This design comes from an exercise in tuning for small area, a short achievable clock period and few clock cycles on the open sky130 flow, not from production work.
RTL that was checked went through simulation tests only; none was proved equivalent to the original.
Only the layout flow was run in runs 1 to 3; the RTL was not checked for function there.
Power figures rest on the tool's default switching activity, not on a simulated workload.

### run.sh
#!/bin/bash
# synth_recipe.tcl (not shown) runs the flow's synth.tcl, then flattens the netlist and writes it again
# the make line also repeats each setting of config.mk as NAME=value (left out here)
make -C /OpenROAD-flow-scripts/flow DESIGN_CONFIG=/design/flow/config.mk WORK_HOME=/design/flow/orfs CLKGATE_MAP_FILE= SYNTH_SCRIPT=/design/flow/synth_recipe.tcl finish
### config.mk
export PLATFORM = sky130hd
export DESIGN_NAME = rk_gpio
export DESIGN_NICKNAME = rk_gpio
export VERILOG_FILES = /design/flow/design.v
export SDC_FILE = /design/flow/constraint.sdc
export NUM_CORES = 8
export LEC_CHECK = 0
export CAP_MARGIN = 20
export CORE_MARGIN = 2
export CORE_UTILIZATION = 50
export SETUP_SLACK_MARGIN = 5
export SLEW_MARGIN = 20
### constraint.sdc
create_clock -name core_clock -period 10.0 [get_ports {clk}]
set_input_delay 2.0000 -clock core_clock [delete_from_list [all_inputs] [get_ports {clk}]]
set_output_delay 2.0000 -clock core_clock [all_outputs]
set_load 0.01 [all_outputs]
### design.v
module rk_gpio (
    input              clk,
    input              rst,
    input              cmd_valid,
    output             cmd_ready,
    input      [31:0]  cmd_desc,
    input      [31:0]  cmd_data,
    output             rsp_valid,
    output     [2:0]   rsp_status,
    output     [31:0]  rsp_data,
    output             disp_valid,
    output     [7:0]   disp_irq,
    output             disp_exit,
    input      [63:0]  pad_in,
    output     [63:0]  pad_out,
    output     [63:0]  pad_oe,
    output     [63:0]  pull_en,
    output     [1:0]   bank_irq
);
    localparam ST_OK = 3'd0, ST_RANGE = 3'd1, ST_TRIG = 3'd2, ST_PULL = 3'd3,
               ST_MALFORMED = 3'd5, ST_INVREG = 3'd6, ST_GATED = 3'd7;
    wire [7:0]  op  = cmd_desc[31:24];
    wire [3:0]  fa  = cmd_desc[23:20];
    wire [3:0]  fz  = cmd_desc[19:16];
    wire [15:0] pin = cmd_desc[15:0];
    wire [7:0]  fb  = cmd_desc[15:8];
    wire [7:0]  fr  = cmd_desc[7:0];
    wire o_rd   = (op == 8'h01), o_wr  = (op == 8'h02), o_sb  = (op == 8'h03);
    wire o_wm   = (op == 8'h04) | (op == 8'h05);
    wire o_sdir = (op == 8'h10), o_slev = (op == 8'h11), o_glev = (op == 8'h12);
    wire o_pull = (op == 8'h13), o_trig = (op == 8'h14), o_req  = (op == 8'h15);
    wire o_toirq = (op == 8'h16);
    wire o_ien  = (op == 8'h20), o_idis = (op == 8'h21), o_iack = (op == 8'h22);
    wire o_wake = (op == 8'h23);
    wire o_dmx  = (op == 8'h30), o_susp = (op == 8'h40), o_res  = (op == 8'h41);
    wire o_reg  = o_rd | o_wr | o_sb;
    wire o_pin  = o_sdir | o_slev | o_glev | o_pull | o_trig | o_req | o_toirq |
                  o_ien | o_idis | o_iack | o_wake;
    wire known  = o_reg | o_wm | o_pin | o_dmx | o_susp | o_res;
    wire flag_a = o_sb | o_sdir | o_slev | o_wake;
    wire code_a = o_pull | o_trig | o_wm;
    wire hi_nz  = |pin[15:6];                             
    wire b_bad  = |fb[7:1];                               
    wire r_bad  = (|fr[7:4]) | (fr[3] & (|fr[2:0]));      
    wire z_ok   = (fz == 4'd0);
    wire a0     = (fa == 4'd0);
    wire a01    = ~(|fa[3:1]);
    wire p_ok   = z_ok & ~hi_nz;
    wire mal1 = ~known;
    wire mal2 = ~z_ok | (flag_a & ~a01) | (~flag_a & ~code_a & ~a0) | (o_wm & (fa >= 4'd3));
    wire mal3 = (o_dmx & (|fr)) | ((o_susp | o_res) & (|pin));
    wire inv  = (o_reg & (b_bad | r_bad)) | o_wm | (o_dmx & b_bad);
    wire rng  = o_pin & hi_nz;
    wire pul  = o_pull & (fa != 4'd0) & (fa != 4'd3);
    wire trg  = o_trig & (fa > 4'd4);
    wire a_rdok = o_rd & z_ok & a0 & ~b_bad;
    wire a_wrok = ((o_wr & a0) | (o_sb & a01)) & z_ok & ~b_bad;
    wire a_reg  = (a_rdok | a_wrok) & ~r_bad;
    wire a_sdir = o_sdir & p_ok & a01;
    wire a_slev = o_slev & p_ok & a01;
    wire a_glev = o_glev & p_ok & a0;
    wire a_pull = o_pull & p_ok & ((fa == 4'd0) | (fa == 4'd3));
    wire a_trig = o_trig & p_ok & (fa <= 4'd4);
    wire a_toirq = o_toirq & p_ok & a0;
    wire a_ien  = (o_ien | o_idis) & p_ok & a0;
    wire a_iack = o_iack & p_ok & a0;
    wire a_wake = o_wake & p_ok & a01;
    wire a_dmx  = o_dmx & z_ok & a0 & (fr == 8'd0) & ~b_bad;
    wire a_susp = o_susp & z_ok & a0 & (pin == 16'd0);
    wire a_res  = o_res & z_ok & a0 & (pin == 16'd0);
    wire [3:0] R = fr[3:0];
    reg        ready_q;          
    reg        v_q;              
    reg        c_mal1, c_mal2, c_mal3, c_inv, c_rng, c_pul, c_trg;
    reg        c_rgok;           
    reg [7:0]  c_rd;             
    reg [6:0]  c_wr;             
    reg        c_wall;           
    reg        c_sdir, c_slev, c_glev, c_pull, c_trig, c_toirq, c_ien, c_iack, c_wake;
    reg        c_dmx, c_susp, c_res;
    reg        c_bank;
    reg [4:0]  c_off;
    reg        c_a0, c_vpin, c_vity, c_vipl, c_vtm;
    reg [31:0] dd;               
    wire        ld;              
    always @(posedge clk) begin
        if (ld) begin
            c_mal1  <= mal1;
            c_mal2  <= mal2;
            c_mal3  <= mal3;
            c_inv   <= inv;
            c_rng   <= rng;
            c_pul   <= pul;
            c_trg   <= trg;
            c_rgok  <= a_reg;
            c_rd    <= {8{a_rdok}} & {fr == 8'd8, fr == 8'd6, fr == 8'd5, fr == 8'd4,
                                      fr == 8'd3, fr == 8'd2, fr == 8'd1, fr == 8'd0};
            c_wr    <= {7{a_wrok}} & {fr == 8'd8, fr == 8'd7, fr == 8'd5, fr == 8'd4,
                                      fr == 8'd3, fr == 8'd1, fr == 8'd0};
            c_wall  <= o_wr;
            c_sdir  <= a_sdir;
            c_slev  <= a_slev;
            c_glev  <= a_glev;
            c_pull  <= a_pull;
            c_trig  <= a_trig;
            c_toirq <= a_toirq;
            c_ien   <= a_ien;
            c_iack  <= a_iack;
            c_wake  <= a_wake;
            c_dmx   <= a_dmx;
            c_susp  <= a_susp;
            c_res   <= a_res;
            c_bank  <= o_pin ? pin[5] : fb[0];
            c_off   <= pin[4:0];
            c_a0    <= fa[0];
            c_vpin  <= ~o_trig & (o_ien | (~o_idis & fa[0]));    
            c_vity  <= fa[2] | fa[1];
            c_vipl  <= fa[1] ^ fa[0];
            c_vtm   <= fa[2];
            dd      <= cmd_data;
        end
    end
    reg [63:0] dir, dr, inten, inttype, intpol, pull, tmask, wake, saved, latch;
    reg [1:0]  clk_on;
    reg [63:0] env_q;            
    reg [63:0] s_prev;           
    reg [1:0]  sup;              
    reg        rst_q;            
    reg        eng_act;          
    reg        eng_bank, eng_acked;
    reg [4:0]  eng_ptr;          
    reg        rsp_v;
    reg [2:0]  rsp_st;
    reg [31:0] rsp_d;            
    reg        dsp_v, dsp_x;
    reg [5:0]  dsp_i;
    reg [1:0]  birq_q;
    wire [63:0] pad = (dir & dr) | (~dir & env_q);
    wire [63:0] s   = ~(pad ^ intpol);
    wire [63:0] con = {{32{clk_on[1] & ~sup[1]}}, {32{clk_on[0] & ~sup[0]}}};
    wire [63:0] lte = latch | (con & inten & inttype & ~s_prev & s);
    wire [63:0] isr = inten & ((inttype & lte) | (~inttype & s));
    wire go    = v_q & ~eng_act;
    wire bon   = c_bank ? clk_on[1] : clk_on[0];       
    wire gchk  = c_rgok | c_sdir | c_slev | c_glev | c_pull | c_trig | c_ien | c_iack | c_dmx;
    wire gated = (gchk & ~bon) | (c_susp & ~(&clk_on));
    wire [2:0] ex_st = (c_mal1 | c_mal2 | c_mal3) ? ST_MALFORMED : c_inv ? ST_INVREG :
                       c_rng ? ST_RANGE : c_pul ? ST_PULL : c_trg ? ST_TRIG :
                       gated ? ST_GATED : ST_OK;
    wire x_dmx = go & c_dmx & bon;
    wire        rq = rst_q;
    wire [31:0] pm = (32'd1 << c_off) | {32{rq}};                 
    wire [31:0] md = {32{c_wall | rq}} | dd;                      
    wire [31:0] vd = c_wall ? dd : {32{c_a0}};                    
    wire [31:0] ce = ({32{c_wall | c_a0}} & dd) | {32{rq}};       
    wire        c_any_wr = |c_wr;
    wire [31:0] V_sh  = {32{~rq}} & (c_any_wr ? vd : {32{c_vpin}});
    wire [31:0] V_ity = {32{~rq}} & (c_any_wr ? vd : {32{c_vity}});
    wire        dbank = eng_act ? eng_bank : c_bank;
    wire [31:0] b_isr = c_bank ? isr[63:32] : isr[31:0];
    wire [31:0] ilr_s = dbank ? inttype[63:32] : inttype[31:0];
    reg  [31:0] below;
    integer k;
    always @* for (k = 0; k < 32; k = k + 1) below[k] = (k < eng_ptr);
    wire [31:0] cand   = eng_act ? (rsp_d & below) : b_isr;
    wire        dmx_go = x_dmx | eng_act;
    wire [31:0] t_any [0:5];
    wire [31:0] t_mul [0:5];
    wire [31:0] t_ex  [0:5];
    wire [4:0]  t_ix  [0:5][0:31];
    genvar g, h;
    generate
        for (h = 0; h < 32; h = h + 1) begin : leaf
            assign t_any[0][h] = cand[h];
            assign t_mul[0][h] = 1'b0;
            assign t_ex[0][h]  = ilr_s[h];
            assign t_ix[0][h]  = 5'd0;
        end
        for (g = 1; g <= 5; g = g + 1) begin : lvl
            for (h = 0; h < (32 >> g); h = h + 1) begin : node
                wire aH = t_any[g-1][2*h+1], aL = t_any[g-1][2*h];
                assign t_any[g][h] = aH | aL;
                assign t_mul[g][h] = t_mul[g-1][2*h+1] | t_mul[g-1][2*h] | (aH & aL);
                assign t_ex[g][h]  = aH ? t_ex[g-1][2*h+1] : t_ex[g-1][2*h];
                assign t_ix[g][h]  = aH ? (t_ix[g-1][2*h+1] | (5'd1 << (g-1))) : t_ix[g-1][2*h];
            end
            for (h = (32 >> g); h < 32; h = h + 1) begin : pad0
                assign t_any[g][h] = 1'b0;
                assign t_mul[g][h] = 1'b0;
                assign t_ex[g][h]  = 1'b0;
                assign t_ix[g][h]  = 5'd0;
            end
        end
    endgenerate
    wire       any   = t_any[5][0];
    wire       multi = t_mul[5][0];
    wire [4:0] top   = t_ix[5][0];
    wire       top_x = t_ex[5][0];
    wire [1:0] bsel = {c_bank & clk_on[1], ~c_bank & clk_on[0]};
    wire [1:0] r_dir = {2{c_rd[0]}} & bsel;
    wire [1:0] r_dr  = {2{c_rd[1]}} & bsel;
    wire [1:0] r_pad = {2{c_rd[2]}} & bsel;
    wire [1:0] r_ien = {2{c_rd[3]}} & bsel;
    wire [1:0] r_ity = {2{c_rd[4]}} & bsel;
    wire [1:0] r_ipl = {2{c_rd[5]}} & bsel;
    wire [1:0] r_isr = {2{c_rd[6] | c_dmx}} & bsel;
    wire [1:0] r_pul = {2{c_rd[7]}} & bsel;
    reg  [31:0] rval;
    integer j;
    always @* begin
        rval = 32'd0;
        for (j = 0; j < 2; j = j + 1)
            rval = rval | ({32{r_dir[j]}} & dir[j*32 +: 32]) | ({32{r_dr[j]}} & dr[j*32 +: 32]) |
                          ({32{r_pad[j]}} & pad[j*32 +: 32]) | ({32{r_ien[j]}} & inten[j*32 +: 32]) |
                          ({32{r_ity[j]}} & inttype[j*32 +: 32]) | ({32{r_ipl[j]}} & intpol[j*32 +: 32]) |
                          ({32{r_isr[j]}} & isr[j*32 +: 32]) | ({32{r_pul[j]}} & pull[j*32 +: 32]);
    end
    wire [63:0] pad_sh = pad >> {c_bank, c_off};
    wire [31:0] ex_d = rval | {25'd0, c_toirq, {6{c_toirq}} & {c_bank, c_off}} |
                       {31'd0, c_glev & bon & pad_sh[0]};
    wire [63:0] n_dir, n_dr, n_inten, n_inttype, n_intpol, n_pull, n_tmask,
                n_wake, n_saved, n_latch;
    wire [1:0]  n_clk_on, n_sup;
    generate
        for (g = 0; g < 2; g = g + 1) begin : gb
            wire bg    = (c_bank == g);
            wire sel_r = go & bg & clk_on[g];             
            wire w_dir = (sel_r & c_wr[0]) | rq, p_dir = sel_r & (c_sdir | c_trig);
            wire w_dr  = (sel_r & c_wr[1]) | rq, p_dr  = sel_r & c_slev;
            wire w_ien = (sel_r & c_wr[2]) | rq, p_ien = sel_r & c_ien;
            wire w_ity = (sel_r & c_wr[3]) | rq, p_ity = sel_r & c_trig;
            wire w_ipl = (sel_r & c_wr[4]) | rq, p_ipl = sel_r & c_trig;
            wire w_eoi = (sel_r & c_wr[5]) | rq, p_ack = sel_r & c_iack;
            wire w_pul = (sel_r & c_wr[6]) | rq, p_pul = sel_r & c_pull;
            wire p_tm  = (sel_r & c_trig) | rq;
            wire p_wk  = (go & bg & c_wake) | rq;
            wire susp  = go & c_susp & clk_on[g];
            wire res   = go & c_res;
            wire dmx   = x_dmx & bg;
            wire [31:0] q_dir = dir[g*32 +: 32],   q_dr  = dr[g*32 +: 32];
            wire [31:0] q_ien = inten[g*32 +: 32], q_ity = inttype[g*32 +: 32];
            wire [31:0] q_ipl = intpol[g*32 +: 32], q_pul = pull[g*32 +: 32];
            wire [31:0] q_tm  = tmask[g*32 +: 32], q_wk  = wake[g*32 +: 32];
            wire [31:0] q_sv  = saved[g*32 +: 32], q_lte = lte[g*32 +: 32];
            wire [31:0] q_pad = pad[g*32 +: 32],   q_isr = isr[g*32 +: 32];
            wire [31:0] m_dir = ({32{w_dir}} & md) | ({32{p_dir}} & pm);
            wire [31:0] m_dr  = ({32{w_dr}}  & md) | ({32{p_dr}}  & pm);
            wire [31:0] m_ien = ({32{w_ien}} & md) | ({32{p_ien}} & pm);
            wire [31:0] m_ity = ({32{w_ity}} & md) | ({32{p_ity}} & pm);
            wire [31:0] m_ipl = ({32{w_ipl}} & md) | ({32{p_ipl}} & pm);
            wire [31:0] m_pul = ({32{w_pul}} & md) | ({32{p_pul}} & pm);
            wire [31:0] m_tm  = {32{p_tm}} & pm;
            wire [31:0] m_wk  = {32{p_wk}} & pm;
            wire [31:0] m_dmx = {32{dmx}} & q_isr & q_tm;
            wire [31:0] clr   = ({32{w_eoi}} & ce) | ({32{p_ack}} & pm);
            wire [31:0] V_ipl = {32{~rq}} & (c_any_wr ? vd :
                                             c_vtm ? ~env_q[g*32 +: 32] : {32{c_vipl}});
            wire [31:0] d_icm = (m_ipl & V_ipl) | (~m_ipl & q_ipl);
            assign n_dir[g*32 +: 32]     = (m_dir & V_sh)  | (~m_dir & q_dir);
            assign n_dr[g*32 +: 32]      = (m_dr  & V_sh)  | (~m_dr  & q_dr);
            assign n_inttype[g*32 +: 32] = (m_ity & V_ity) | (~m_ity & q_ity);
            assign n_intpol[g*32 +: 32]  = (m_dmx & ~q_pad) | (~m_dmx & d_icm);
            assign n_pull[g*32 +: 32]    = (m_pul & V_sh)  | (~m_pul & q_pul);
            assign n_tmask[g*32 +: 32]   = (m_tm & {32{c_vtm & ~rq}}) | (~m_tm & q_tm);
            assign n_wake[g*32 +: 32]    = (m_wk & {32{c_a0 & ~rq}}) | (~m_wk & q_wk);
            assign n_inten[g*32 +: 32]   = susp ? q_wk :
                                           res  ? (q_sv | (q_isr & q_wk)) :
                                                  ((m_ien & V_sh) | (~m_ien & q_ien));
            assign n_saved[g*32 +: 32]   = (susp | rq) ? (q_ien & {32{~rq}}) : q_sv;
            assign n_latch[g*32 +: 32]   = ~clr & q_lte;
            assign n_clk_on[g] = rq | res | (susp ? (|q_wk) : clk_on[g]);
            assign n_sup[g]    = dmx;
        end
    endgenerate
    wire v_n   = ready_q ? cmd_valid : (v_q & ~go);
    wire eng_n = dmx_go & multi;
    assign ld  = ~(eng_act & v_q);
    always @(posedge clk) begin
        env_q  <= pad_in;
        s_prev <= s;
        rst_q  <= rst;
        birq_q <= {|isr[63:32], |isr[31:0]};
        dir <= n_dir;  dr <= n_dr;  inten <= n_inten;  inttype <= n_inttype;
        intpol <= n_intpol;  pull <= n_pull;  tmask <= n_tmask;  wake <= n_wake;
        saved <= n_saved;  latch <= n_latch;  clk_on <= n_clk_on;  sup <= n_sup;
        if (!eng_act) begin
            rsp_st <= ex_st;
            rsp_d  <= ex_d;
        end
        dsp_x  <= top_x & ~(eng_act & eng_acked);
        dsp_i  <= {dbank, top};
        if (dmx_go) begin
            eng_bank  <= dbank;
            eng_ptr   <= top;
            eng_acked <= (eng_act & eng_acked) | top_x;
        end
        if (rst) begin
            ready_q <= 1'b1;
            v_q     <= 1'b0;
            eng_act <= 1'b0;
            rsp_v   <= 1'b0;
            dsp_v   <= 1'b0;
        end else begin
            v_q     <= v_n;
            eng_act <= eng_n;
            ready_q <= ~(eng_n & v_n);
            rsp_v   <= (go & ~(x_dmx & multi)) | (eng_act & ~multi);
            dsp_v   <= dmx_go & any;
        end
    end
    assign cmd_ready  = ready_q;
    assign rsp_valid  = rsp_v;
    assign rsp_status = rsp_st;
    assign rsp_data   = rsp_d;
    assign disp_valid = dsp_v;
    assign disp_irq   = {2'b01, dsp_i};
    assign disp_exit  = dsp_x;
    assign pad_out    = dr;
    assign pad_oe     = dir;
    assign pull_en    = pull;
    assign bank_irq   = birq_q;
endmodule
==> results of run 1 <==
layer usage:
layer,wire length (um),GRT usage (%)
met1,81500,61.0
met2,95700,66.1
met3,39900,17.0
met4,17300,28.5
met5,125,0
per-stage QoR:
stage / hold WS (ns) / std cells / instance area [um2] / setup slack (ns)
after floorplan: 0.431 / 4596 / 47000 / 6.44
after global placement: 0.446 / 5978 / 52300 / 5.35
after detailed placement: 0.457 / 5978 / 52300 / 5.24
after CTS: 0.476 / 6169 / 55600 / 5.18
after global routing: 0.500 / 6169 / 55600 / 5.07
final: 0.484 / 6174 / 55600 / 5.19
cell type report:
type                            count  area (um2)  area share [%]
Clock inverter                     61         549           0.987
Multi-Input combinational cell   3196       20400            36.6
Inverter                          103         387           0.695
Tap cell                         1254        1570            2.82
Clock buffer                      130        2790            5.01
Timing Repair Buffer              517        4800            8.64
Antenna cell                        5        12.5          0.0225
Sequential cell                   908       25200            45.2
cells in the mapped netlist (all sizes together) (17+ instances only):
cell type,number
a211oi,24
a21oi,279
a221o,37
a221oi,75
a22o,19
a22oi,101
a31oi,31
a32oi,72
a41oi,39
and2,33
and3,57
buf,49
clkbuf,340
dfxtp,211
edfxtp,697
inv,103
mux2,43
mux2i,88
nand2,234
nand2b,109
nand3,91
nand4,119
nor2,421
nor2b,131
nor3,29
nor3b,19
nor4,46
o211ai,17
o21ai,238
o22ai,503
or2,27
or3,41
xnor2,33
xor2,31
worst register-to-register path: stages (launching register included):
cell,delay [ns]
dfxtp_1,0.93
nand2b_4,0.56
buf_4,0.35
o21ai_0,0.15
a31oi_2,0.47
o211ai_1,0.25
a211o_1,0.32
nor4_2,0.43
and2_1,0.35
inv_2,0.09
a2111oi_0,0.50
o21ai_1,0.14
worst max path at each step:
stage,end,depth (start not counted),slack [ns],from
finish,eng_acked$_DFFE_PP_,11,5.19,sup[0]$_DFF_P_
global route,eng_acked$_DFFE_PP_,11,5.07,sup[0]$_DFF_P_
CTS,eng_acked$_DFFE_PP_,11,5.18,sup[0]$_DFF_P_
detailed placement,eng_acked$_DFFE_PP_,11,5.24,sup[0]$_DFF_P_
global placement,eng_acked$_DFFE_PP_,11,5.35,sup[0]$_DFF_P_
floorplan,c_mal2$_DFFE_PN_,7,6.44,cmd_desc[29]
cells by family after synthesis:
kind of cell	count (synthesis)	synth area share, %
flops	908	53.5
mux	141	3.44
fa+ha+maj	5	0.117
compound gates	1587	22.6
other cells	2	0.0160
buf+inv	492	4.03
simple gates	1397	15.1
xor+xnor	64	1.19
power by group:
group          switching, mW  leakage [nW]  internal, mW
registers              0.208          8.93          4.30
logic                  0.832          9.20         0.464
clock network           1.65          1.65          2.20
total                   2.69          19.8          6.96
what timing repair did:
action | in CTS | in global routing
hold buffers | 0 | 0
gates resized for setup | 0 | 1
hold endpoints to repair | 0 | 0
setup endpoints to repair | 0 | 2
==> results.toml, run 1 <==
[status]
outcome = "timing/DRC/antenna clean"

[setup_path]
cp_max_fo = 21
timing.rr.end = "eng_acked$_DFFE_PP_"
path_delay_family = "compound AO/OA/AOI/OAI gates"
crit_type = "reg -> reg"
crit_slowest_cell = "dfxtp_1"
rr_startpoint = "sup[0]$_DFF_P_"
startpoint_type = "register"
crit_path_cell_trace = "nand2b_4, buf_4, o21ai_0, a31oi_2, o211ai_1, a211o_1, nor4_2, and2_1, inv_2, a2111oi_0, o21ai_1"
endpoint_kind = "register"
max_stage_delay_ns = 0.93
crit_required_ns = 10.43
cp_num_buf_inv = 2
rr_worst_depth = 11
arrival_ns = 5.24
reg2reg_slack_ns = 5.19

[synthesis]
ys_ff_latch = 908
async_reset_ff_share_pct = 0
synth_edf_count = 697
synthFlopType = "edfxtp_1"
synthesis.area_um2 = 47000
avgSynthCellArea_um2 = 10.2
synth_cells = 4596
synth_warnings = 1
synth_area_leader_cell = "edfxtp_1"
ys_types = 96
syn_nets = 4729
synthTopCellsByArea = "edfxtp_1 45%, dfxtp_1 9.0%, o22ai_1 6.7%"
synth_top_area_share_pct = 44.5
ys_seq_area_share_pct = 53.5

[sta]
finalCritPeriodShare_pct = 48.1
rsz0062_at_grt = "false"
final_hold_viol_count = 0
drv_slew = 0
fin_setup_tns_ns = 0
fin_crit_ns = 4.81
slew-limit-headroom_pct = 13.4
setup_viol = 0
worst_slew_pin_slew_ns = 1.30
finClkSkew_ns = 0.0304
fmax_ghz = 0.208

[finish]
layout_commonest_cell = "edfxtp_1"
drive_above_1_share_pct = 10.3
nets = 4960
num-fill-cells = 7882
utilization_pct = 59.7
area_growth_pct = 18.4
final_cell_mix = "697 x edfxtp_1, 503 x o22ai_1, 411 x nor2_1, 369 x clkdlybuf4s50_1, 259 x a21oi_1"

[detailed_routing]
drtIter0Drc = 9265
drt_pre_antenna_iters = 7
vias_per_cell = 7.56
wl_per_cell_um = 38.0
drcViolationCount = 0
num_vias = 46600
postRouteAntennaNets = 0
routed_wl_um = 235000

[run]
cap_viol_max_count = 0

[cts]
cts_buffers = 101
h-tree-depth = 3
clk_path_buf_depth = 3
post_cts_buffers = 0
clkLatencyLatePin_ns = 0.71
cts_tree = "built"
cts_sinks = 908
ctsRootBufferMaster = "clkbuf_16"
clk_pin_slew_ns = 0.07

[floorplanning]
ioPinCount = 372
row_count = 112
initial_core_util_pct = 50.4
die_area_um2 = 96400
die_x_um = 311
coreArea_um2 = 93200
die_h_um = 311

[pwr]
ir_worst_vdd_mv = 0.124
power_leakage_nw = 19.8
powerDensity_nw_per_um2 = 173
power_mw = 9.65

[global_routing]
grt_overflow = 0
grt_pass1_vias = 43100
grtUsageTotal_pct = 46.8
grt_first_pass_wirelength_um = 324000
grt_max_degree = 67
antenna_found_initial = 13

[hold_path]
hold_path.class = "reg -> reg"
min_from = "latch[55]$_DFF_P_"
hold_depth = 2
whs_endpoint = "latch[55]$_DFF_P_"

[placement]
place_congestion = 1.04
dp_hpwl_um = 154000
port_buffers = 369
==> run 2: changes to the inputs <==
==> flow/run.sh (new file) <==
#!/bin/bash
# The standard layout (the standard.sh, unchanged synthesis), with a timing
# repair target below the clock period, port buffers that are plain buffers,
# and cell sizing not held to the same footprint.
set -euo pipefail
bash standard.sh synth > synth.log 2>&1
bash standard.sh SETUP_SLACK_MARGIN=6.5 MATCH_CELL_FOOTPRINT=0 \
    "BUFFER_PORTS_ARGS=-buffer_cell sky130_fd_sc_hd__buf_2" finish > layout.log 2>&1
==> standard.sh (new file) <==
#!/bin/bash
# synth_recipe.tcl (not shown) runs the flow's synth.tcl, then flattens the netlist and writes it again
# the make line also repeats each setting of config.mk as NAME=value (left out here)
make -C /OpenROAD-flow-scripts/flow DESIGN_CONFIG=/design/flow/config.mk WORK_HOME=/design/flow/orfs CLKGATE_MAP_FILE= SYNTH_SCRIPT=/design/flow/synth_recipe.tcl "${@:-finish}"
--- a/config.mk
+++ b/config.mk
@@ -10,3 +10,2 @@
 export CORE_UTILIZATION = 50
-export SETUP_SLACK_MARGIN = 5
 export SLEW_MARGIN = 20
removed: run.sh
==> run 2 against run 1 <==
Net effect: still clean; non-clock buffer count up 40; utilization is 1.0 points lower; clock power shrank 4%; combinational power about the same; clock skew increased by 0.0060 ns; synthesized cell count unchanged; cell count is 0.66% higher; setup slack better by 1.1 ns; sequential share of layout area grew 0.79 points; register-to-register slack better by 1.1 ns; power shrank 1.8%; largest power group unchanged; maximum frequency rose by 31%.
==> results.toml, run 2 <==
[setup_path]
endpoint_kind = "register"
crit_type = "reg -> reg"
reg2reg_slack_ns = 6.34
crit_required_ns = 10.44
rr_worst_depth = 10
crit_path_cell_trace = "buf_4, inv_1, buf_4, nor3_2, buf_4, a221oi_1, a32o_1, o211ai_1, a32oi_1, o21ai_0"
timing.rr.end = "rsp_d[0]$_DFFE_PN_"
rr_startpoint = "c_off[1]$_DFFE_PN_"
cp_max_fo = 26
crit_slowest_cell = "a221oi_1"
crit_top_cell = "buf_4"
max_stage_delay_ns = 0.67
arrival_ns = 4.09
startpoint_type = "register"

[sta]
finClkSkew_ns = 0.0365
fin_crit_ns = 3.66
final_hold_viol_count = 0
drv_slew = 0
worst_slew_pin_slew_ns = 1.31
slew-limit-headroom_pct = 12.5
rsz0062_at_grt = "true"
setup_viol = 0
hold_ws_ns = 0.476
fmax_ghz = 0.273
finalCritPeriodShare_pct = 36.6
fin_setup_tns_ns = 0

[finish]
num-fill-cells = 8076
seq_area_um2 = 25200
nets = 5001
final_cell_mix = "697 x edfxtp_1, 503 x o22ai_1, 410 x nor2_1, 369 x buf_2, 257 x a21oi_1"
multiInputGateArea_um2 = 20900
layout_commonest_cell = "edfxtp_1"
drive_above_1_share_pct = 19.7
area_growth_pct = 16.4

[detailed_routing]
wl_per_cell_um = 38.4
drt_pre_antenna_iters = 9
vias_per_cell = 7.58
drcViolationCount = 0
num_vias = 47100
postRouteAntennaNets = 0
drtIter0Drc = 9043
routed_wl_um = 239000

[pwr]
powerDensity_nw_per_um2 = 173
power_mw = 9.48
ir_worst_vdd_mv = 0.148
power_leakage_nw = 20.2

[synthesis]
synth_cells = 4596
synth_edf_count = 697
yosysMostFrequentCell = "edfxtp_1"
synth_top_area_share_pct = 44.5
synthFlopType = "edfxtp_1"
ys_seq_area_share_pct = 53.5
avgSynthCellArea_um2 = 10.2
synth_warnings = 1
async_reset_ff_share_pct = 0
synth_area_leader_cell = "edfxtp_1"
synthTopCellsByArea = "edfxtp_1 45%, dfxtp_1 9.0%, o22ai_1 6.7%"
ys_ff_latch = 908
ys_types = 96
synthesis.area_um2 = 47000
syn_nets = 4729
synthTopCellsByCount = "697 x edfxtp_1, 503 x o22ai_1, 421 x nor2_1"

[floorplanning]
die_h_um = 311
row_count = 112
ioPinCount = 372
die_x_um = 311
initial_core_util_pct = 50.4
die_area_um2 = 96400
coreArea_um2 = 93200

[cts]
cts_sinks = 908
ctsRootBufferMaster = "clkbuf_16"
cts_tree = "built"
h-tree-depth = 3
clk_pin_slew_ns = 0.06
clk_path_buf_depth = 3
cts_buffers = 100
clkLatencyLatePin_ns = 0.71

[global_routing]
grt_overflow = 0
grt_max_degree = 65
grt_pass1_vias = 43300
grt_first_pass_wirelength_um = 326000
antenna_found_initial = 7
grtUsageTotal_pct = 47.3

[run]
cap_viol_max_count = 0

[placement]
place_congestion = 1.06
dp_hpwl_um = 157000
port_buffers = 369

[status]
outcome = "timing/DRC/antenna clean"

[hold_path]
hold_depth = 2
whs_endpoint = "latch[48]$_DFF_P_"
hold_path.class = "reg -> reg"
min_from = "latch[48]$_DFF_P_"
run 2: where the power goes:
part,leakage (nW),switching (mW),internal [mW],total (mW)
Combinational,9.71,0.862,0.418,1.28
Clock,1.56,1.62,2.07,3.69
Sequential,8.93,0.211,4.30,4.51
Total,20.2,2.70,6.78,9.48
run 2: area by class of cell:
class / instances / share of cell area (%)
inverter: 103 / 0.707
clock inverter: 54 / 0.718
tap: 1254 / 2.87
multi-input combinational: 3198 / 38.3
antenna: 8 / 0.0366
timing repair buffer: 557 / 6.30
clock buffer: 133 / 5.06
sequential: 908 / 46.0
run 2: cell families after synthesis:
| group | Yosys count | share of synthesized area (%) |
|---|---|---|
| buf+inv | 492 | 4.03 |
| simple gates | 1397 | 15.1 |
| fa+ha+maj | 5 | 0.117 |
| flops | 908 | 53.5 |
| mux | 141 | 3.44 |
| compound gates | 1587 | 22.6 |
| xor+xnor | 64 | 1.19 |
| other cells | 2 | 0.0160 |
run 2: critical path: cells and delay by family, from the launching register on:
kind,cells,cell delay (ns)
buffers and inverters,4,1.36
AOI/OAI and AO/OA,5,1.48
DFF,1,0.37
and+or+nand+nor,1,0.16
run 2: worst max path at each step:
stage                             from                   to  slack (ns)
global route         clk_on[1]$_DFF_P_   eng_act$_SDFF_PP0_        6.47
global placement     clk_on[1]$_DFF_P_  eng_acked$_DFFE_PP_        5.49
detailed placement   clk_on[1]$_DFF_P_  eng_acked$_DFFE_PP_        5.41
floorplan                 cmd_desc[29]     c_bank$_DFFE_PN_        6.51
CTS                  clk_on[0]$_DFF_P_  eng_acked$_DFFE_PP_        6.46
finish              c_off[1]$_DFFE_PN_   rsp_d[0]$_DFFE_PN_        6.34
run 2: layer usage:
metal  share of wire, %  global-route usage, %  vias to the layer above
met4                8.3                   31.6                        4
met1                 35                   61.6                    22700
met3                 17                   17.4                     1086
met2                 40                   65.8                     4775
li1                   -                      -                    18500
met5             0.0059                      0                        -
run 2: repair_timing:
action / 4_1_cts / 5_1_grt
setup buffers: 22 / 17
gates resized for setup: 80 / 50
hold buffers: 0 / 0
pin swaps: 8 / 18
cloned: 2 / 2
setup endpoints to repair: 166 / 78
run 2: stage by stage:
stage,cells,setup slack (ns),utilization (%),cell area [um2]
after floorplan,4596,6.51,-,47000
after global placement,5976,5.49,54.1,50400
after detailed placement,5976,5.41,54.1,50400
after CTS,6187,6.46,58.2,54200
after global routing,6207,6.47,58.7,54700
final,6215,6.34,58.7,54700
==> run 3: changes to the inputs <==
--- a/flow/run.sh
+++ b/flow/run.sh
@@ -6,3 +6,3 @@
 bash standard.sh synth > synth.log 2>&1
-bash standard.sh SETUP_SLACK_MARGIN=6.5 MATCH_CELL_FOOTPRINT=0 \
+bash standard.sh SETUP_SLACK_MARGIN=6.8 MATCH_CELL_FOOTPRINT=0 \
     "BUFFER_PORTS_ARGS=-buffer_cell sky130_fd_sc_hd__buf_2" finish > layout.log 2>&1
==> run 3 against run 2 <==
Net effect: utilization rose by 3.5 points; via count rose by 3.6%; die area did not move; critical path depth fell by 9; flip-flop and latch count did not move.
==> results.toml, run 3 <==
[setup_path]
crit_type = "reg -> out"
crit_required_ns = 8.00
crit_path_cell_trace = "buf_2"
reg2reg_slack_ns = 6.62
cp_num_buf_inv = 1
crit_slowest_cell = "edfxtp_1"
rr_startpoint = "v_q$_SDFF_PP0_"
startpoint_type = "register"
worst-path-stages = 1
arrival_ns = 1.51
path_delay_family = "flip-flops"
max_stage_delay_ns = 0.56
critPathLaunch = "rsp_d[12]$_DFFE_PN_"
setup.worst_path.end = "rsp_data[12]"
cp_max_fo = 2
endpoint_kind = "output port"
rr_worst_depth = 6

[synthesis]
ys_seq_area_share_pct = 53.5
synthesis.area_um2 = 47000
syn_nets = 4729
async_reset_ff_share_pct = 0
synth_area_leader_cell = "edfxtp_1"
yosysMostFrequentCell = "edfxtp_1"
synthFlopType = "edfxtp_1"
synthTopCellsByCount = "697 x edfxtp_1, 503 x o22ai_1, 421 x nor2_1"
ys_ff_latch = 908
synthTopCellsByArea = "edfxtp_1 45%, dfxtp_1 9.0%, o22ai_1 6.7%"
synth_edf_count = 697
synth_warnings = 1
synth_top_area_share_pct = 44.5
ys_types = 96
avgSynthCellArea_um2 = 10.2
synth_cells = 4596

[hold_path]
hold_depth = 2
hold_path.class = "reg -> reg"

[sta]
fmax_ghz = 0.285
worst_slew_pin_slew_ns = 1.38
rsz0062_at_grt = "true"
finalCritPeriodShare_pct = 35.1
final_hold_viol_count = 0
drv_slew = 0
slew-limit-headroom_pct = 8.16
fin_setup_tns_ns = 0
hold_ws_ns = 0.474
setup_viol = 0
setup_ws_ns = 6.49
fin_crit_ns = 3.51
finClkSkew_ns = 0.0266

[floorplanning]
die_area_um2 = 96400
die_h_um = 311
initial_core_util_pct = 50.4
die_x_um = 311
coreArea_um2 = 93200
ioPinCount = 372
row_count = 112

[pwr]
switching_share_pct = 28.5
powerDensity_nw_per_um2 = 168
p_int_mw = 6.95
power_leakage_nw = 21.9
power.share.combinational_pct = 14.9
p_clk_share_pct = 38.8
pwr-share-seq_pct = 46.3
power_switching_mw = 2.76
ir_worst_vdd_mv = 0.138

[placement]
port_buffers = 369
dpl_worst_slack_ns = 5.54
place_congestion = 1.07
placedCellCount = 5972
dp_hpwl_um = 157000

[finish]
nets = 5296
fin_cells = 6511
final_cell_mix = "697 x edfxtp_1, 502 x o22ai_1, 442 x buf_4, 408 x nor2_1, 344 x buf_2"
drive_above_1_share_pct = 25.6
layout_commonest_cell = "edfxtp_1"
area_growth_pct = 23.3

[cts]
cts_buffers = 100
clk_path_buf_depth = 3
cts_sinks = 908
ctsHoldBuffers = 0
clk_pin_slew_ns = 0.07
ctsRootBufferMaster = "clkbuf_16"
clkLatencyLatePin_ns = 0.72
h-tree-depth = 3
cts_tree = "built"

[detailed_routing]
postRouteAntennaNets = 0
wl_per_cell_um = 37.1
vias_per_cell = 7.50
num_vias = 48800
routed_wl_um = 242000
drtIter0Drc = 9199
drt_pre_antenna_iters = 9
drcViolationCount = 0

[run]
cap_viol_max_count = 0

[global_routing]
grt_overflow = 0
grt_max_degree = 125
antenna_found_initial = 8
grtUsageTotal_pct = 47.7
grt_pass1_vias = 45400
grt_first_pass_wirelength_um = 331000

[status]
outcome = "timing/DRC/antenna clean"
-- run 3: final cells by class --
class	instances	area, um2
Antenna cell	8	20.0
Clock buffer	143	2800
Clock inverter	45	425
Fill cell	7678	35300
Inverter	103	394
Multi-Input combinational cell	3201	21600
Sequential cell	908	25200
Tap cell	1254	1570
Timing Repair Buffer	849	5930
-- run 3: layer usage --
metal  track usage [%]  vias to the layer above  wire, um
met5             0.148                        -       107
met4              31.6                       16     20300
met3              17.6                     1200     40900
met2              67.8                     4989     98300
met1              61.0                    23500     82100
li1                  -                    19100         -
-- run 3: what timing repair did --
item / CTS / global route
resized for setup: 227 / 87
gates cloned: 6 / 4
pin swaps: 28 / 37
setup buffers: 281 / 51
setup endpoints to repair: 700 / 497
-- run 3: logic make-up after synthesis --
kind of cell    after synthesis  share of synthesized area [%]
buf+inv                     492                           4.03
flops                       908                           53.5
fa+ha+maj                     5                          0.117
mux                         141                           3.44
other cells                   2                         0.0160
simple gates               1397                           15.1
compound gates             1587                           22.6
xor+xnor                     64                           1.19
-- run 3: worst min path at each step --
stage / from / end
after detailed placement: latch[24]$_DFF_P_ / latch[24]$_DFF_P_
after global placement: latch[37]$_DFF_P_ / latch[37]$_DFF_P_
after floorplan: latch[48]$_DFF_P_ / latch[48]$_DFF_P_
after global routing: latch[18]$_DFF_P_ / latch[18]$_DFF_P_
final: latch[18]$_DFF_P_ / latch[18]$_DFF_P_
after CTS: latch[24]$_DFF_P_ / latch[24]$_DFF_P_
-- run 3: power by group through the flow --
stage | combinational (mW) | clock (mW) | sequential (mW)
2_1_floorplan | 0.677 | 0 | 4.50
3_5_place_dp | 1.16 | 0 | 4.56
6_report | 1.45 | 3.77 | 4.49
4_1_cts | 1.33 | 3.73 | 4.47
5_1_grt | 1.49 | 3.88 | 4.50
3_3_place_gp | 1.15 | 0 | 4.56
-- run 3: per-stage QoR --
step	util (%)	area [um2]	power (mW)
after floorplan	-	47100	5.17
after global placement	54.1	50400	5.71
after detailed placement	54.2	50500	5.73
after CTS	61.2	57000	9.54
after global routing	62.1	57900	9.87
final	62.2	57900	9.71
==> run 4: changes to the inputs <==
--- a/design.v
+++ b/design.v
@@ -70,3 +70,3 @@
     wire a_res  = o_res & z_ok & a0 & (pin == 16'd0);
-    wire [3:0] R = fr[3:0];
+    wire [31:0] a_pm = 32'd1 << pin[4:0];
     reg        ready_q;          
@@ -75,11 +75,10 @@
     reg        c_rgok;           
+    reg        c_pgok;           
     reg [7:0]  c_rd;             
-    reg [6:0]  c_wr;             
+    reg [8:0]  c_w;              
     reg        c_wall;           
-    reg        c_sdir, c_slev, c_glev, c_pull, c_trig, c_toirq, c_ien, c_iack, c_wake;
-    reg        c_dmx, c_susp, c_res;
+    reg        c_glev, c_toirq, c_dmx, c_susp, c_res;
     reg        c_bank;
-    reg [4:0]  c_off;
-    reg        c_a0, c_vpin, c_vity, c_vipl, c_vtm;
-    reg [31:0] dd;               
+    reg        c_v, c_vity, c_vipl, c_vtm, c_cm;
+    reg [31:0] dm;               
     wire        ld;              
@@ -95,16 +94,16 @@
             c_rgok  <= a_reg;
+            c_pgok  <= a_sdir | a_slev | a_glev | a_pull | a_trig | a_ien | a_iack;
             c_rd    <= {8{a_rdok}} & {fr == 8'd8, fr == 8'd6, fr == 8'd5, fr == 8'd4,
                                       fr == 8'd3, fr == 8'd2, fr == 8'd1, fr == 8'd0};
-            c_wr    <= {7{a_wrok}} & {fr == 8'd8, fr == 8'd7, fr == 8'd5, fr == 8'd4,
-                                      fr == 8'd3, fr == 8'd1, fr == 8'd0};
+            c_w     <= {a_wake, a_trig,
+                        (a_wrok & (fr == 8'd7)) | a_iack,
+                        (a_wrok & (fr == 8'd8)) | a_pull,
+                        (a_wrok & (fr == 8'd5)) | a_trig,
+                        (a_wrok & (fr == 8'd4)) | a_trig,
+                        (a_wrok & (fr == 8'd3)) | a_ien,
+                        (a_wrok & (fr == 8'd1)) | a_slev,
+                        (a_wrok & (fr == 8'd0)) | a_sdir | a_trig};
             c_wall  <= o_wr;
-            c_sdir  <= a_sdir;
-            c_slev  <= a_slev;
             c_glev  <= a_glev;
-            c_pull  <= a_pull;
-            c_trig  <= a_trig;
             c_toirq <= a_toirq;
-            c_ien   <= a_ien;
-            c_iack  <= a_iack;
-            c_wake  <= a_wake;
             c_dmx   <= a_dmx;
@@ -113,9 +112,8 @@
             c_bank  <= o_pin ? pin[5] : fb[0];
-            c_off   <= pin[4:0];
-            c_a0    <= fa[0];
-            c_vpin  <= ~o_trig & (o_ien | (~o_idis & fa[0]));    
-            c_vity  <= fa[2] | fa[1];
-            c_vipl  <= fa[1] ^ fa[0];
+            c_v     <= ~o_trig & (o_ien | (~o_idis & fa[0]));    
+            c_vity  <= o_reg ? fa[0] : (fa[2] | fa[1]);
+            c_vipl  <= o_reg ? fa[0] : (fa[1] ^ fa[0]);
             c_vtm   <= fa[2];
-            dd      <= cmd_data;
+            c_cm    <= o_wr | fa[0] | o_iack;
+            dm      <= o_reg ? cmd_data : o_toirq ? {25'd0, 1'b1, pin[5:0]} : a_pm;
         end
@@ -144,3 +142,3 @@
     wire bon   = c_bank ? clk_on[1] : clk_on[0];       
-    wire gchk  = c_rgok | c_sdir | c_slev | c_glev | c_pull | c_trig | c_ien | c_iack | c_dmx;
+    wire gchk  = c_rgok | c_pgok | c_dmx;
     wire gated = (gchk & ~bon) | (c_susp & ~(&clk_on));
@@ -151,9 +149,6 @@
     wire        rq = rst_q;
-    wire [31:0] pm = (32'd1 << c_off) | {32{rq}};                 
-    wire [31:0] md = {32{c_wall | rq}} | dd;                      
-    wire [31:0] vd = c_wall ? dd : {32{c_a0}};                    
-    wire [31:0] ce = ({32{c_wall | c_a0}} & dd) | {32{rq}};       
-    wire        c_any_wr = |c_wr;
-    wire [31:0] V_sh  = {32{~rq}} & (c_any_wr ? vd : {32{c_vpin}});
-    wire [31:0] V_ity = {32{~rq}} & (c_any_wr ? vd : {32{c_vity}});
+    wire [31:0] md    = {32{c_wall | rq}} | dm;                   
+    wire [31:0] ce    = ({32{c_cm}} & dm) | {32{rq}};             
+    wire [31:0] V_sh  = {32{~rq}} & (c_wall ? dm : {32{c_v}});
+    wire [31:0] V_ity = {32{~rq}} & (c_wall ? dm : {32{c_vity}});
     wire        dbank = eng_act ? eng_bank : c_bank;
@@ -207,3 +202,5 @@
     wire [1:0] r_pul = {2{c_rd[7]}} & bsel;
+    wire [1:0] r_lev = {2{c_glev}} & bsel;
     reg  [31:0] rval;
+    reg         glev;
     integer j;
@@ -211,3 +208,4 @@
         rval = 32'd0;
-        for (j = 0; j < 2; j = j + 1)
+        glev = 1'b0;
+        for (j = 0; j < 2; j = j + 1) begin
             rval = rval | ({32{r_dir[j]}} & dir[j*32 +: 32]) | ({32{r_dr[j]}} & dr[j*32 +: 32]) |
@@ -216,6 +214,6 @@
                           ({32{r_isr[j]}} & isr[j*32 +: 32]) | ({32{r_pul[j]}} & pull[j*32 +: 32]);
+            glev = glev | (r_lev[j] & (|(pad[j*32 +: 32] & dm)));
+        end
     end
-    wire [63:0] pad_sh = pad >> {c_bank, c_off};
-    wire [31:0] ex_d = rval | {25'd0, c_toirq, {6{c_toirq}} & {c_bank, c_off}} |
-                       {31'd0, c_glev & bon & pad_sh[0]};
+    wire [31:0] ex_d = rval | ({32{c_toirq}} & dm) | {31'd0, glev};
     wire [63:0] n_dir, n_dr, n_inten, n_inttype, n_intpol, n_pull, n_tmask,
@@ -225,16 +223,16 @@
         for (g = 0; g < 2; g = g + 1) begin : gb
-            wire bg    = (c_bank == g);
-            wire sel_r = go & bg & clk_on[g];             
-            wire w_dir = (sel_r & c_wr[0]) | rq, p_dir = sel_r & (c_sdir | c_trig);
-            wire w_dr  = (sel_r & c_wr[1]) | rq, p_dr  = sel_r & c_slev;
-            wire w_ien = (sel_r & c_wr[2]) | rq, p_ien = sel_r & c_ien;
-            wire w_ity = (sel_r & c_wr[3]) | rq, p_ity = sel_r & c_trig;
-            wire w_ipl = (sel_r & c_wr[4]) | rq, p_ipl = sel_r & c_trig;
-            wire w_eoi = (sel_r & c_wr[5]) | rq, p_ack = sel_r & c_iack;
-            wire w_pul = (sel_r & c_wr[6]) | rq, p_pul = sel_r & c_pull;
-            wire p_tm  = (sel_r & c_trig) | rq;
-            wire p_wk  = (go & bg & c_wake) | rq;
+            wire sel   = go & (c_bank == g);
+            wire gsel  = sel & clk_on[g];                 
+            wire w_dir = (gsel & c_w[0]) | rq;
+            wire w_dr  = (gsel & c_w[1]) | rq;
+            wire w_ien = (gsel & c_w[2]) | rq;
+            wire w_ity = (gsel & c_w[3]) | rq;
+            wire w_ipl = (gsel & c_w[4]) | rq;
+            wire w_pul = (gsel & c_w[5]) | rq;
+            wire w_clr = (gsel & c_w[6]) | rq;
+            wire w_tm  = (gsel & c_w[7]) | rq;
+            wire w_wk  = (sel  & c_w[8]) | rq;
             wire susp  = go & c_susp & clk_on[g];
             wire res   = go & c_res;
-            wire dmx   = x_dmx & bg;
+            wire dmx   = x_dmx & (c_bank == g);
             wire [31:0] q_dir = dir[g*32 +: 32],   q_dr  = dr[g*32 +: 32];
@@ -245,14 +243,14 @@
             wire [31:0] q_pad = pad[g*32 +: 32],   q_isr = isr[g*32 +: 32];
-            wire [31:0] m_dir = ({32{w_dir}} & md) | ({32{p_dir}} & pm);
-            wire [31:0] m_dr  = ({32{w_dr}}  & md) | ({32{p_dr}}  & pm);
-            wire [31:0] m_ien = ({32{w_ien}} & md) | ({32{p_ien}} & pm);
-            wire [31:0] m_ity = ({32{w_ity}} & md) | ({32{p_ity}} & pm);
-            wire [31:0] m_ipl = ({32{w_ipl}} & md) | ({32{p_ipl}} & pm);
-            wire [31:0] m_pul = ({32{w_pul}} & md) | ({32{p_pul}} & pm);
-            wire [31:0] m_tm  = {32{p_tm}} & pm;
-            wire [31:0] m_wk  = {32{p_wk}} & pm;
+            wire [31:0] q_env = env_q[g*32 +: 32];
+            wire [31:0] m_dir = {32{w_dir}} & md;
+            wire [31:0] m_dr  = {32{w_dr}}  & md;
+            wire [31:0] m_ien = {32{w_ien}} & md;
+            wire [31:0] m_ity = {32{w_ity}} & md;
+            wire [31:0] m_ipl = {32{w_ipl}} & md;
+            wire [31:0] m_pul = {32{w_pul}} & md;
+            wire [31:0] m_tm  = {32{w_tm}}  & md;
+            wire [31:0] m_wk  = {32{w_wk}}  & md;
             wire [31:0] m_dmx = {32{dmx}} & q_isr & q_tm;
-            wire [31:0] clr   = ({32{w_eoi}} & ce) | ({32{p_ack}} & pm);
-            wire [31:0] V_ipl = {32{~rq}} & (c_any_wr ? vd :
-                                             c_vtm ? ~env_q[g*32 +: 32] : {32{c_vipl}});
+            wire [31:0] clr   = {32{w_clr}} & ce;
+            wire [31:0] V_ipl = {32{~rq}} & (c_wall ? dm : c_vtm ? ~q_env : {32{c_vipl}});
             wire [31:0] d_icm = (m_ipl & V_ipl) | (~m_ipl & q_ipl);
@@ -264,3 +262,3 @@
             assign n_tmask[g*32 +: 32]   = (m_tm & {32{c_vtm & ~rq}}) | (~m_tm & q_tm);
-            assign n_wake[g*32 +: 32]    = (m_wk & {32{c_a0 & ~rq}}) | (~m_wk & q_wk);
+            assign n_wake[g*32 +: 32]    = (m_wk & V_sh) | (~m_wk & q_wk);
             assign n_inten[g*32 +: 32]   = susp ? q_wk :
--- a/flow/run.sh
+++ b/flow/run.sh
@@ -6,3 +6,3 @@
 bash standard.sh synth > synth.log 2>&1
-bash standard.sh SETUP_SLACK_MARGIN=6.8 MATCH_CELL_FOOTPRINT=0 \
+bash standard.sh SETUP_SLACK_MARGIN=6.5 MATCH_CELL_FOOTPRINT=0 \
     "BUFFER_PORTS_ARGS=-buffer_cell sky130_fd_sc_hd__buf_2" finish > layout.log 2>&1
--- a/config.mk
+++ b/config.mk
@@ -10,2 +10,5 @@
 export CORE_UTILIZATION = 50
+export CTS_BUF_LIST = sky130_fd_sc_hd__clkbuf_16
+export CTS_CLUSTER_DIAMETER = 100
+export CTS_CLUSTER_SIZE = 24
 export SLEW_MARGIN = 20
==> run 4 against run 3 <==
Net effect: still clean on timing, DRC and antenna; maximum frequency down 1.5%; first-iteration DRC count down 11%; worst hold slack better by 0.029 ns; power down 21%; global-route usage down 0.99 points; die area down 4.6%; non-clock buffer count down 348; routed wire length down 8.3%; combinational power down 26%; critical path depth up 9.
==> results.toml, run 4 <==
[cts]
cts_tree = "built"
ctsRootBufferMaster = "clkbuf_16"
ctsHoldBuffers = 0
cts_sinks = 899
h-tree-depth = 2
cts_buffers = 44
clk_path_buf_depth = 3
clkLatencyLatePin_ns = 0.67
clk_pin_slew_ns = 0.11

[floorplanning]
initial_core_util_pct = 50.6
die_area_um2 = 92000
die_x_um = 303
ioPinCount = 372
row_count = 109
coreArea_um2 = 88600
die_h_um = 303

[synthesis]
synthFlopType = "edfxtp_1"
synth_warnings = 1
synth_area_leader_cell = "edfxtp_1"
synth_cells = 4452
synthTopCellsByArea = "edfxtp_1 46%, dfxtp_1 9.4%, nor2_1 5.0%"
ys_types = 95
synthesis.area_um2 = 44800
synth_edf_count = 688
synthTopCellsByCount = "688 x edfxtp_1, 592 x nor2_1, 418 x o21ai_0"
ys_ff_latch = 899
syn_nets = 4585
avgSynthCellArea_um2 = 10.1
yosysMostFrequentCell = "edfxtp_1"
synth_top_area_share_pct = 46.1
async_reset_ff_share_pct = 0
ys_seq_area_share_pct = 55.5

[sta]
fmax_ghz = 0.281
rsz0062_at_grt = "true"
setup_ws_ns = 6.44
fin_crit_ns = 3.56
slew-limit-headroom_pct = 10.7
fin_setup_tns_ns = 0
worst_slew_pin_slew_ns = 1.34
drv_slew = 0
hold_ws_ns = 0.503
finClkSkew_ns = 0.0247
finalCritPeriodShare_pct = 35.6
final_hold_viol_count = 0
setup_viol = 0

[finish]
seq_area_um2 = 24900
multiInputGateArea_um2 = 18900
layout_commonest_cell = "edfxtp_1"
fin_area_um2 = 49900
area_growth_pct = 11.4
drive_above_1_share_pct = 17.4
nets = 4781
fin_cells = 5858
utilization_pct = 56.3
num-fill-cells = 7933
final_cell_mix = "688 x edfxtp_1, 568 x nor2_1, 416 x o21ai_0, 370 x buf_2, 355 x a21oi_1"

[detailed_routing]
wl_per_cell_um = 37.9
drt_pre_antenna_iters = 9
drtIter0Drc = 8152
vias_per_cell = 7.34
drcViolationCount = 0
num_vias = 43000
routed_wl_um = 222000
postRouteAntennaNets = 0

[pwr]
power_mw = 7.66
switching_share_pct = 29.3
p_int_mw = 5.42
p_clk_share_pct = 28.2
powerDensity_nw_per_um2 = 153
power_switching_mw = 2.24
power_leakage_nw = 18.3
ir_worst_vdd_mv = 0.146
power.share.combinational_pct = 14.1
pwr-share-seq_pct = 57.7

[placement]
placedCellCount = 5726
port_buffers = 369
placed_area_um2 = 47800
dpl_worst_slack_ns = 5.60
place_congestion = 1.08
dp_hpwl_um = 149000

[setup_path]
startpoint_type = "register"
endpoint_kind = "register"
crit_required_ns = 10.56
crit_type = "reg -> reg"
cp_max_fo = 6
arrival_ns = 4.12
rr_worst_depth = 10

[status]
outcome = "timing/DRC/antenna clean"

[global_routing]
grt_max_degree = 101
grt_pass1_vias = 39500
grtUsageTotal_pct = 46.8
grt_overflow = 0
grt_first_pass_wirelength_um = 301000
antenna_found_initial = 18

[hold_path]
hold_path.class = "reg -> reg"
hold_depth = 2

[run]
cap_viol_max_count = 0
[run 4: power by group through the flow]
stage          logic, mW  clock network [mW]  registers, mW
2_1_floorplan      0.569                   0           4.41
3_3_place_gp       0.985                   0           4.49
3_5_place_dp       0.993                   0           4.49
4_1_cts             1.01                2.14           4.40
5_1_grt             1.12                2.25           4.43
6_report            1.08                2.16           4.42
[run 4: final cells by class]
cell class | count | area share, %
antenna | 11 | 0.0552
multi-input combinational | 3101 | 37.8
clock buffer | 45 | 2.26
sequential | 899 | 49.9
timing repair buffer | 501 | 5.93
tap | 1165 | 2.92
clock inverter | 35 | 0.371
inverter | 101 | 0.767
[run 4: worst paths after layout]
kind / from / to / slack [ns]
setup / recovery: register / eng_act$_SDFF_PP0_ / 6.44
setup reg to reg: register / eng_act$_SDFF_PP0_ / 6.44
hold reg to reg: latch[27]$_DFF_P_ / latch[27]$_DFF_P_ / 0.50
hold / removal: latch[27]$_DFF_P_ / latch[27]$_DFF_P_ / 0.50
[run 4: cells by family after synthesis]
group | count (synthesis) | share of synthesized area [%]
AND/OR/NAND/NOR | 1478 | 15.7
AO/OA/AOI/OAI | 1456 | 21.2
flip-flops | 899 | 55.5
buffers and inverters | 455 | 3.93
multiplexers | 96 | 2.36
XOR/XNOR | 64 | 1.25
adder cells (fa/ha/maj) | 2 | 0.0558
other | 2 | 0.0168
[run 4: layer usage]
| layer | track usage (%) | vias to the layer above | part of all wire, % |
|---|---|---|---|
| met5 | 0 | - | 0.044 |
| met4 | 31.9 | 14 | 8.7 |
| met3 | 16.8 | 1021 | 16 |
| met2 | 66.5 | 4094 | 41 |
| met1 | 59.5 | 20700 | 34 |
| li1 | - | 17200 | - |
[run 4: critical path: stages (launching register included)]
cell       delay [ns]
edfxtp_1         0.41
mux2_2           0.50
xnor2_1          0.22
o221a_4          0.36
a222oi_1         0.35
buf_4            0.19
a2bb2oi_1        0.24
nand4_1          0.28
a2111oi_4        0.44
nand4_1          0.21
o211a_1          0.26
[run 4: what timing repair did]
action	CTS	global route
pin swaps	6	6
cloned	1	2
setup endpoints to repair	242	75
buffers inserted	18	15
gates resized for setup	43	31
hold endpoints to repair	0	0
Testbench counts of run 4, summed over its fixed seeds: cycles 5,593.
==> run 5: changes to the inputs <==
--- a/config.mk
+++ b/config.mk
@@ -12,3 +12,4 @@
 export CTS_CLUSTER_DIAMETER = 100
-export CTS_CLUSTER_SIZE = 24
+export CTS_CLUSTER_SIZE = 20
 export SLEW_MARGIN = 20
+export TNS_END_PERCENT = 0
==> run 5 against run 4 <==
Net effect: highest routed layer unchanged; critical endpoint is now rsp_d[0]$_DFFE_PN_; sequential share of layout area down 0.054 points; die area unchanged; global-route usage up 0.12 points; critical path type unchanged; flip-flop and latch count unchanged; largest cell class unchanged; via count down 0.45%; power up 2.0%; count of clock-buffer cells in the layout up 8; cell area up 0.11%.
==> results.toml, run 5 <==
[setup_path]
crit_type = "reg -> reg"
crit_slowest_cell = "a221oi_1"
max_stage_delay_ns = 1.07
arrival_ns = 4.17
crit_top_cell = "o21ai_0"
cp_num_buf_inv = 0
endpoint_kind = "register"
crit_required_ns = 10.46
crit_path_cell_trace = "mux2_2, nand2_1, o21ai_0, a221oi_1, nand3_1, nor4_1, o21ai_0, a221o_1"
startpoint_type = "register"
path_delay_family = "compound AO/OA/AOI/OAI gates"
cp_max_fo = 6
reg2reg_slack_ns = 6.29

[pwr]
powerDensity_nw_per_um2 = 156
power_leakage_nw = 18.4
ir_worst_vdd_mv = 0.173
power_mw = 7.81

[sta]
slew-limit-headroom_pct = 10.1
setup_ws_ns = 6.29
finClkSkew_ns = 0.0428
hold_ws_ns = 0.501
fmax_ghz = 0.269
fin_crit_ns = 3.71
fin_setup_tns_ns = 0
final_hold_viol_count = 0
finalCritPeriodShare_pct = 37.1
worst_slew_pin_slew_ns = 1.35
setup_viol = 0
drv_slew = 0
rsz0062_at_grt = "true"

[synthesis]
ys_types = 95
synthesis.area_um2 = 44800
async_reset_ff_share_pct = 0
synthFlopType = "edfxtp_1"
syn_nets = 4585
ys_ff_latch = 899
synth_top_area_share_pct = 46.1
synthTopCellsByArea = "edfxtp_1 46%, dfxtp_1 9.4%, nor2_1 5.0%"
synth_edf_count = 688
synth_area_leader_cell = "edfxtp_1"
synth_cells = 4452
synthTopCellsByCount = "688 x edfxtp_1, 592 x nor2_1, 418 x o21ai_0"
ys_seq_area_share_pct = 55.5
synth_warnings = 1
yosysMostFrequentCell = "edfxtp_1"
avgSynthCellArea_um2 = 10.1

[finish]
drive_above_1_share_pct = 16.7
area_growth_pct = 11.5
nets = 4781
fin_cells = 5865
utilization_pct = 56.4
num-fill-cells = 7931
layout_commonest_cell = "edfxtp_1"
fin_area_um2 = 50000
final_cell_mix = "688 x edfxtp_1, 578 x nor2_1, 415 x o21ai_0, 369 x buf_2, 357 x a21oi_1"

[detailed_routing]
wl_per_cell_um = 37.5
num_vias = 42800
drtIter0Drc = 8114
postRouteAntennaNets = 0
drt_pre_antenna_iters = 9
routed_wl_um = 220000
vias_per_cell = 7.30
drcViolationCount = 0

[global_routing]
antenna_found_initial = 22
grtUsageMet1_pct = 59.5
use_met2_pct = 67.3
grt.met3_usage_pct = 17.1
grt_max_degree = 106
grt_first_pass_wirelength_um = 302000
grt_pass1_vias = 39800
grtUsageTotal_pct = 46.9
grt_overflow = 0
grt-busiest-layer = "met2"

[cts]
clk_pin_slew_ns = 0.10
ctsRootBufferMaster = "clkbuf_16"
cts_tree = "built"
ctsHoldBuffers = 0
h-tree-depth = 2
cts_buffers = 51
cts_sinks = 899
clkLatencyLatePin_ns = 0.72
clk_path_buf_depth = 3

[floorplanning]
ioPinCount = 372
row_count = 109
coreArea_um2 = 88600
die_x_um = 303
die_area_um2 = 92000
initial_core_util_pct = 50.6
die_h_um = 303

[placement]
placedCellCount = 5737
port_buffers = 369
dpl_worst_slack_ns = 5.47
place_congestion = 1.08
placed_area_um2 = 47900
dp_hpwl_um = 149000

[status]
outcome = "timing/DRC/antenna clean"

[hold_path]
hold_path.class = "reg -> reg"

[run]
cap_viol_max_count = 0
[run 5: report_power, final]
group | leakage, nW | total [mW] | internal, mW | switching (mW)
Sequential | 8.69 | 4.41 | 4.22 | 0.184
Clock | 0.875 | 2.32 | 0.966 | 1.36
Combinational | 8.84 | 1.08 | 0.332 | 0.744
[run 5: kinds of logic (layout without fill, tap and decap cells)]
family          Yosys count  in the layout  synth area share [%]
simple gates           1478           1478                  15.7
compound gates         1456           1456                  21.2
flops                   899            899                  55.5
buf+inv                 455            693                  3.93
mux                      96             96                  2.36
xor+xnor                 64             64                  1.25
fa+ha+maj                 2              2                0.0558
other cells               2             12                0.0168
[run 5: final cells by class]
| type | instances | area [um2] | area share [%] |
|---|---|---|---|
| flip-flops and latches | 899 | 24900 | 49.8 |
| multi-input cells | 3098 | 18700 | 37.4 |
| repair buffers | 497 | 3020 | 6.05 |
| well taps | 1165 | 1460 | 2.92 |
| clock buffers | 53 | 1330 | 2.65 |
| inverters | 101 | 380 | 0.761 |
| clock inverters | 42 | 173 | 0.346 |
| diodes | 10 | 25.0 | 0.0501 |
[run 5: final timing paths]
kind | depth (start not counted) | endpoint | from
worst max-delay path | 8 | rsp_d[0]$_DFFE_PN_ | register
worst min-delay path | 2 | latch[58]$_DFF_P_ | latch[58]$_DFF_P_
worst max register to register | 8 | rsp_d[0]$_DFFE_PN_ | register
worst min register to register | 2 | latch[58]$_DFF_P_ | latch[58]$_DFF_P_
[run 5: worst register-to-register path: stages (launching register included)]
cell,delay (ns)
edfxtp_1,0.40
mux2_2,0.41
nand2_1,0.28
o21ai_0,0.42
a221oi_1,1.07
nand3_1,0.15
nor4_1,0.28
o21ai_0,0.13
a221o_1,0.35
[run 5: per-layer routing]
metal  part of all wire, %  wire length (um)
met1                    35             76800
met3                    16             34300
met5                 0.077               170
met2                    41             91300
met4                   8.0             17600
[run 5: repair_timing]
| item | CTS | global route |
|---|---|---|
| setup buffers | 9 | 3 |
| resized for setup | 31 | 17 |
| pin swaps | 4 | 2 |
| endpoints found under the hold margin | 0 | 0 |
| setup endpoints to repair | 112 | 115 |
==> run 6: changes to the inputs <==
--- a/config.mk
+++ b/config.mk
@@ -14,2 +14 @@
 export SLEW_MARGIN = 20
-export TNS_END_PERCENT = 0
==> run 6 against run 5 <==
Net effect: still clean; sequential power about the same; count of clock-buffer cells in the layout decreased by 3; power decreased by 0.81%; critical path depth increased by 4; flip-flop and latch count unchanged; combinational power about the same; utilization increased by 0.055 points; largest power group unchanged.
==> results.toml, run 6 <==
[hold_path]
hold_path.class = "reg -> reg"
min_from = "latch[27]$_DFF_P_"
hold_depth = 2
whs_endpoint = "latch[27]$_DFF_P_"

[synthesis]
async_reset_ff_share_pct = 0
synth_top_area_share_pct = 46.1
syn_nets = 4585
ys_ff_latch = 899
ys_types = 95
synth_area_leader_cell = "edfxtp_1"
synthesis.area_um2 = 44800
avgSynthCellArea_um2 = 10.1
synthTopCellsByArea = "edfxtp_1 46%, dfxtp_1 9.4%, nor2_1 5.0%"
ys_seq_area_share_pct = 55.5
synth_warnings = 1
synth_edf_count = 688
synthTopCellsByCount = "688 x edfxtp_1, 592 x nor2_1, 418 x o21ai_0"
yosysMostFrequentCell = "edfxtp_1"
synth_cells = 4452
synthFlopType = "edfxtp_1"

[floorplanning]
die_area_um2 = 92000
ioPinCount = 372
row_count = 109
initial_core_util_pct = 50.6
die_x_um = 303
coreArea_um2 = 88600
die_h_um = 303

[status]
outcome = "timing/DRC/antenna clean"

[sta]
fin_setup_tns_ns = 0
fmax_ghz = 0.280
hold_ws_ns = 0.509
drv_slew = 0
finalCritPeriodShare_pct = 35.8
rsz0062_at_grt = "true"
final_hold_viol_count = 0
slew-limit-headroom_pct = 15.6
setup_viol = 0
worst_slew_pin_slew_ns = 1.26
fin_crit_ns = 3.58
finClkSkew_ns = 0.0532

[pwr]
ir_worst_vdd_mv = 0.154
powerDensity_nw_per_um2 = 155
p_int_mw = 5.47
p_clk_share_pct = 29.0
switching_share_pct = 29.4
pwr-share-seq_pct = 57.1
power_leakage_nw = 18.4
power_switching_mw = 2.27
power_mw = 7.75
power.share.combinational_pct = 13.9

[detailed_routing]
wl_per_cell_um = 37.8
drt_pre_antenna_iters = 7
postRouteAntennaNets = 0
drcViolationCount = 0
drtIter0Drc = 8502
num_vias = 43100
vias_per_cell = 7.35
routed_wl_um = 222000

[placement]
placed_area_um2 = 47800
port_buffers = 369
place_congestion = 1.08
dp_hpwl_um = 149000

[cts]
ctsRootBufferMaster = "clkbuf_16"
cts_tree = "built"
clk_pin_slew_ns = 0.10
cts_buffers = 50
h-tree-depth = 2
clk_path_buf_depth = 3
clkLatencyLatePin_ns = 0.72
cts_sinks = 899

[setup_path]
endpoint_kind = "register"
reg2reg_slack_ns = 6.42
crit_type = "reg -> reg"
rr_startpoint = "clk_on[1]$_DFF_P_"
cp_max_fo = 28
timing.rr.end = "eng_act$_SDFF_PP0_"
rr_worst_depth = 12
startpoint_type = "register"
crit_required_ns = 10.60
arrival_ns = 4.18

[run]
cap_viol_max_count = 0

[global_routing]
antenna_found_initial = 18
grt_overflow = 0
grtUsageTotal_pct = 47.1
grt_first_pass_wirelength_um = 303000
grt_pass1_vias = 39700
grt_max_degree = 102

[finish]
area_growth_pct = 11.6
nets = 4788
multiInputGateArea_um2 = 18800
layout_commonest_cell = "edfxtp_1"
fin_area_um2 = 50000
utilization_pct = 56.4
final_cell_mix = "688 x edfxtp_1, 568 x nor2_1, 416 x o21ai_0, 369 x buf_2, 356 x a21oi_1"
num-fill-cells = 7938
drive_above_1_share_pct = 17.3
seq_area_um2 = 24900
## run 6: cell counts after synthesis
No cell type changed its count.
## run 6: what timing repair did
item,in CTS,in global routing
buffers inserted,21,15
hold buffers,0,0
resized for setup,41,26
pin swaps,5,8
endpoints found under the setup margin,235,51
gates cloned,2,1
## run 6: layout make-up
cell class / count / share of cell area (%)
Tap cell: 1165 / 2.91
Clock buffer: 50 / 2.50
Inverter: 101 / 0.766
Sequential cell: 899 / 49.8
Multi-Input combinational cell: 3101 / 37.7
Clock inverter: 44 / 0.375
Timing Repair Buffer: 502 / 5.94
Antenna cell: 10 / 0.0500
## run 6: logic make-up (layout without fill, tap and decap cells)
group / after synthesis / in the layout / share of synthesized area (%)
xor+xnor: 64 / 64 / 1.25
flops: 899 / 899 / 55.5
mux: 96 / 96 / 2.36
compound gates: 1456 / 1457 / 21.2
buf+inv: 455 / 697 / 3.93
simple gates: 1478 / 1480 / 15.7
fa+ha+maj: 2 / 2 / 0.0558
other cells: 2 / 12 / 0.0168
## run 6: critical path: stages, from the launching register on
cell	delay [ns]
dfxtp_1	0.31
buf_4	0.21
nand2b_4	0.21
buf_12	0.27
nor2_1	0.09
o221a_2	0.37
a222oi_1	0.31
buf_4	0.19
a2bb2oi_1	0.25
nand4_1	0.27
a2111oi_4	0.44
nand4_1	0.20
o211a_1	0.26
## run 6: per-layer routing
metal	vias up	GRT usage, %	wire length, um
li1	17200	-	-
met3	1034	16.6	34600
met4	20	31.5	18800
met5	-	0	141
met2	4011	67.3	91500
met1	20900	60.2	77200
## run 6: power groups by stage
stage	clock network, mW	registers (mW)	logic, mW
2_1_floorplan	0	4.41	0.569
3_5_place_dp	0	4.49	0.993
4_1_cts	2.22	4.40	1.01
6_report	2.25	4.42	1.08
5_1_grt	2.35	4.43	1.12
3_3_place_gp	0	4.49	0.985
## run 6: through the flow
stage               cells  setup WS (ns)
finish               5872           6.42
global route         5863           6.37
CTS                  5843           6.41
detailed placement   5726           5.60
global placement     5726           5.62
floorplan            4452           6.45
## run 6: how the worst max path moves through the flow
stage / start / to / slack [ns] / depth (start not counted)
global placement: cmd_desc[29] / dm[31]$_DFFE_PN_ / 5.62 / 7
global route: clk_on[1]$_DFF_P_ / eng_acked$_DFFE_PP_ / 6.37 / 11
finish: clk_on[1]$_DFF_P_ / eng_act$_SDFF_PP0_ / 6.42 / 12
detailed placement: sup[0]$_DFF_P_ / eng_acked$_DFFE_PP_ / 5.60 / 10
floorplan: cmd_desc[29] / dm[10]$_DFFE_PN_ / 6.45 / 6
CTS: clk_on[0]$_DFF_P_ / eng_acked$_DFFE_PP_ / 6.41 / 9
